Context: an optimization exercise on an open-source flow, tuned for small area, a short achievable clock period and few clock cycles per item. The choices shown serve that exercise and are no tape-out recipe.
In this exercise RTL edits were held to simulation tests only and were not proved equivalent to the original.
Power figures rest on the tool's default switching activity, not on a simulated workload.

## datc_gain
module datc_gain (
    input  wire        clk,
    input  wire        rst,
    input  wire        ctl_valid,
    input  wire        ctl_vol,        
    input  wire [1:0]  ctl_ch,         
    input  wire [15:0] ctl_arg,
    input  wire        blk_valid,
    output wire        blk_ready,
    input  wire [4:0]  blk_cnt,        
    input  wire [2:0]  blk_fmt,        
    input  wire        in_valid,
    output wire        in_ready,
    input  wire [63:0] in_data,        
    output wire        out_valid,
    input  wire        out_ready,
    output wire [31:0] out_data,
    output wire        out_last
);
Size: about 7300 cells after synthesis, about 690 flip-flops, ~68000 um2 of cells after synthesis.
clock: 12.5 ns
lec_check: 0
cap_margin: 0
core_margin: 2
core_utilization: 65
slew_margin: 0
run.sh (not shown) runs the stock make flow with config.mk's settings and CLKGATE_MAP_FILE= SYNTH_SCRIPT=/design/flow/synth_recipe.tcl, a recipe that flattens the netlist after the stock synthesis.
Testbench counts at the start, summed over its fixed seeds: cycles 12,830, blocks 384.
Rerun with:
--- a/flow/design.v
+++ b/flow/design.v
@@ -250,53 +250,56 @@
             if (l[8])  romc = romc | 30'd956973408;
             if (l[9])  romc = romc | 30'd852903448;
             if (l[10]) romc = romc | 30'd677485290;
             if (l[11]) romc = romc | 30'd427464319;
             if (l[12]) romc = romc | 30'd170176611;
             if (l[13]) romc = romc | 30'd26971175;
             if (l[14]) romc = romc | 30'd677485;
         end
     endfunction
     wire        ej0  = ej == 2'd0;
     wire [30:0] eres = {ss, 1'b1} + {sc, cb};
     wire [29:0] eacc = rs ? ea : eres[30:1];
-    wire [9:0]  echk = ej0 ? eacc[9:0] : ea[9:0];
     wire [39:0] tS, tC;
     dg_etree etree (.ss(ej0 ? 30'd0 : ss), .sc(ej0 ? 30'd0 : sc), .cb(cb & ~ej0),
-                    .cf(cf), .a(echk), .S(tS), .C(tC));
+                    .cf(cf), .a(ea[9:0]), .S(tS), .C(tC));
     wire [10:0] tlow = {1'b0, tS[9:0]} + {1'b0, tC[9:0]};
     wire [14:0] m1st = mstart & (mstart - 15'd1);
     always @(posedge clk) begin
         if (estart) begin
             ec   <= esel;
             one  <= mstart == 15'd0;
             ea   <= romc(mstart);
             mask <= m1st;
             mnz  <= m1st != 15'd0;
             cf   <= romc(m1st);
             rs   <= 1'b1;
             ej   <= 2'd0;
         end else if (eb && mnz) begin
-            ss   <= tS[39:10];
-            sc   <= tC[39:10];
-            cb   <= tlow[10];
-            ea   <= (ej0 ? eacc : ea) >> 10;
-            if (ej == 2'd2) begin
+            if (ej == 2'd3) begin
+                ea   <= eres[30:1];
+                rs   <= 1'b1;
                 ej   <= 2'd0;
-                rs   <= 1'b0;
-                mask <= mrest;
-                mnz  <= mrest != 15'd0;
-                cf   <= romc(mrest);
             end else begin
+                ss   <= tS[39:10];
+                sc   <= tC[39:10];
+                cb   <= tlow[10];
+                ea   <= ea >> 10;
                 ej   <= ej + 2'd1;
+                if (ej == 2'd2) begin
+                    rs   <= 1'b0;
+                    mask <= mrest;
+                    mnz  <= mrest != 15'd0;
+                    cf   <= romc(mrest);
+                end
             end
         end
     end
     wire [24:0] gh0 = ga0[40:16];
     wire [24:0] gh1 = ga1[40:16];
     wire [25:0] ds0 = (sw0 ? {1'b0, gh0} : {1'b0, te0}) - (sw0 ? {1'b0, te0} : {1'b0, gh0});
     wire [25:0] ds1 = (sw1 ? {1'b0, gh1} : {1'b0, te1}) - (sw1 ? {1'b0, te1} : {1'b0, gh1});
     wire [42:0] ar0 = {1'b0, ga0, 1'b1} + {st0, sg0};
     wire [42:0] ar1 = {1'b0, ga1, 1'b1} + {st1, sg1};
     wire [41:0] r0  = ar0[42:1];
     wire [41:0] r1  = ar1[42:1];
     wire [4:0] dt0 = {rm0, st0[40]};
The new run ran to the end with no violations.
Setup slack is better by 0.82 ns.
Via count hardly moves.
Global-route usage rose by 1.4 points.
Non-clock buffer count rose by 7.
Combinational power fell by about 10%.
Total power fell by about 7%.
Sequential power fell by about 3%.
Die area fell by 0.52%.
Synthesized area fell by about 0.5%.
Clock power rose by about 2%.
First-iteration DRC count rose by about 1.5%.
Count of clock-buffer cells in the layout rose by 13.
Testbench counts after the change, summed over its fixed seeds: cycles 13,301, blocks 384.

what the ideal ports hide:
The flow's constraints put no driver on any port. The routed layouts listed below were extracted and timed again, unchanged, in two steps.
Step 1 (the two cells are an assumption about what drives the block):
set clk [get_ports {clk}]
set_driving_cell -lib_cell sky130_fd_sc_hd__clkbuf_16 $clk
set_driving_cell -lib_cell sky130_fd_sc_hd__buf_2 [delete_from_list [all_inputs] $clk]
Step 2 times the ports against the registers' clock, not the clock port: input delays grow and output delays shrink by t, the midpoint of the rising clock arrivals with the driver on.
Three values: no drivers, after step 1, after step 2; two values: the first two.
run	shift t [ns]	setup slack, ns	worst setup path after step 2	worst slew at a driven data input, ns
the first run	0.753	6.574 / 6.574 / 6.574	register to register	0.26
the second run	0.757	7.392 / 7.392 / 7.125	input to register	0.20
After both steps setup and hold are still met in every run listed. For the second run, which loses most, drivers alone change the setup slack by 0.000 ns; drivers and shift together by -0.267 ns.
